From an optimization exercise on the open Yosys and OpenROAD flow, aimed at small area and few clock cycles; shortcuts taken in it are not production practice.
In this exercise RTL edits were held to simulation tests only and were not proved equivalent to the original.
Power and IR drop assume default switching activity.

## build 58
## akjtag_core
module akjtag_core (
    input  wire        clk,
    input  wire        rst,           
    input  wire        start,
    output wire        busy,
    output wire [2:0]  halt_cause,
    output reg  [7:0]  req_pos,
    output reg  [5:0]  resp_pos,
    output wire        req_rd,
    output wire [6:0]  req_addr,
    input  wire [31:0] req_rdata,
    output wire        resp_we,
    output wire [4:0]  resp_addr,
    output wire [31:0] resp_wdata,
    output reg         tck,
    output reg         tms,
    output reg         tdi,
    output wire        ntrst,
    input  wire        tdo
);
==> flow/config.mk <==
export PLATFORM = sky130hd
export DESIGN_NAME = akjtag_core
export DESIGN_NICKNAME = akjtag_core
export VERILOG_FILES = /design/flow/design.v
export SDC_FILE = /design/flow/constraint.sdc
export NUM_CORES = 4
export LEC_CHECK = 0
export ABC_AREA = 1
export CAP_MARGIN = 0
export CORE_MARGIN = 2
export CORE_UTILIZATION = 55
export CTS_BUF_LIST = sky130_fd_sc_hd__clkbuf_4 sky130_fd_sc_hd__clkbuf_8
export SLEW_MARGIN = 0
==> flow/constraint.sdc <==
create_clock -name core_clock -period 10.0 [get_ports {clk}]
set_input_delay 2.0000 -clock core_clock [delete_from_list [all_inputs] [get_ports {clk}]]
set_output_delay 2.0000 -clock core_clock [all_outputs]
set_load 0.01 [all_outputs]
standard.sh (not shown) runs the stock make flow with config.mk's settings and CLKGATE_MAP_FILE= SYNTH_SCRIPT=/design/flow/synth_recipe.tcl, a recipe that flattens the netlist after the stock synthesis.
==> flow/flow/run.sh <==
#!/bin/bash
# Layout: the standard flow (standard.sh) with these changes.
#  - Synthesis runs the same script (synth_recipe.tcl), but ABC maps the
#    combinational logic with an area-oriented script (flow/abc_area.script).
#    Flip-flops are mapped before ABC runs, so the registers are the standard
#    synthesis's (same names, count and cells).
#  - buffer_ports gives every input and output port a sky130_fd_sc_hd__buf_1.
#  - clock tree synthesis inserts no dummy loads.
# Each tool's full output is in orfs/logs/; make's output is in standard.log.
set -uo pipefail
HERE=$(pwd)
export MY_ABC_SCRIPT=$HERE/flow/abc_area.script
export FLOW_SYNTH_TCL=$HERE/synth_recipe.tcl
bash standard.sh finish SYNTH_SCRIPT=$HERE/flow/synth_area.tcl \
  "BUFFER_PORTS_ARGS=-buffer_cell sky130_fd_sc_hd__buf_1" \
  "CTS_ARGS=-sink_clustering_enable -repair_clock_nets -dont_use_dummy_load -buf_list {sky130_fd_sc_hd__clkbuf_4 sky130_fd_sc_hd__clkbuf_8} -sink_clustering_size 25" \
  > standard.log 2>&1
==> flow/flow/abc_area.script <==
strash
&get -n
&deepsyn -T 30
&dch -f
&nf -a -R 1000 -p
&put
topo
==> flow/flow/synth_area.tcl <==
# The standard flow's synthesis script (synth_recipe.tcl) with ABC's script for the
# combinational logic replaced by flow/abc_area.script.
proc abc {args} {
  set i [lsearch -exact $args -script]
  if {$i >= 0} {
    lset args [expr {$i + 1}] $::env(MY_ABC_SCRIPT)
  }
  yosys abc {*}$args
}
source $::env(FLOW_SYNTH_TCL)
Testbench counts of build 58, summed over its fixed seeds: cycles 114,576.
What build 2 does differently from build 58 at the input level:
--- a/flow/flow/abc_area.script
+++ b/flow/flow/abc_area.script
@@ -0,0 +1,6 @@
+strash
+&get -n
+&deepsyn -T 30
+&dch -f
+&nf -a -R 1000 -p
+&put
## What came out
- Any difference in required time reported for the critical path endpoint between build 58 and build 2 is small enough to ignore.
- Total number of cells along the worst setup path: build 2 and build 58 compared, higher one is build 2
- Re global routing usage on met3: build 2 and build 58 aren't equal, and the higher value belongs to build 58.
- Compared with build 58, build 2 shows non-clock inverter instance count of the final layout higher by 35%.
- Max freq build 58 -> build 2: improved
- Adder-cell share of the synthesized area essentially unchanged between build 58 and build 2.
- Of build 2 and build 58, the lower share of total power in the clock network belongs to build 2.
- Total design power (build 2 vs. build 58) increases by more than 10%
The inputs of build 47 differ from those of build 2 as listed below.
==> flow/flow/abc_area.script <==
strash
&get -n
&deepsyn -T 30
&dch -f
&nf -a -R 1000 -p -F 20 -A 20
&put
topo
==> run summary <==
Build 2 → build 47: post-synthesis cell count has increased; post-layout worst setup margin has increased. Cell area after layout: build 47 vs build 2, no meaningful difference. Build 47 -> build 2: deepest clock path buffer count flat.
The inputs of build 90 differ from those of build 47 as listed below.
==> flow/flow/abc_area.script <==
strash
dch -f
map -a
strash
&get -n
&deepsyn -T 30
&dch -f -r
&nf -a -R 1000 -p
&put
topo
Findings:
In the final reports, the cell area of build 90 is larger than that of build 47. The maximum frequency number comes out lower for build 90 vs build 47. Diff build 47..build 90 | final sequential cell count | unchanged. Compared with build 47, build 90 shows a lower setup slack after layout. Build 90 vs build 47 on per-instance average area after synthesis: build 90 is the lower one.

## re-timing with driven ports
How much do the figures lean on ideal ports? The routed layouts below were timed once more, with nothing changed but the port constraints.
Step 1 (the two cells are an assumption about what drives the block):
set clk [get_ports {clk}]
set_driving_cell -lib_cell sky130_fd_sc_hd__clkbuf_16 $clk
set_driving_cell -lib_cell sky130_fd_sc_hd__buf_2 [delete_from_list [all_inputs] $clk]
Step 2 moves the port delays by t, midway between the first and last clock arrival at a register: inputs arrive t later, outputs are due t later. That takes back most of the time a late clock gives input paths.
Slacks: ideal ports / drivers / drivers and shift; pairs: ideal ports / drivers.
run | t (ns) | setup WS [ns] | worst setup path after step 2 | worst data-port slew with drivers (ns)
build 58 | 0.389 | 3.488 / 3.468 / 3.468 | input to output | 0.03
build 2 | 0.392 | 3.534 / 3.514 / 3.514 | input to output | 0.03
build 47 | 0.389 | 3.609 / 3.584 / 3.584 | input to output | 0.04
build 90 | 0.399 | 3.495 / 3.473 / 3.346 | input to register | 0.04
After both steps every run listed still meets setup and hold. For build 90, which loses most, drivers alone change the setup slack by -0.022 ns; drivers and shift together by -0.149 ns.
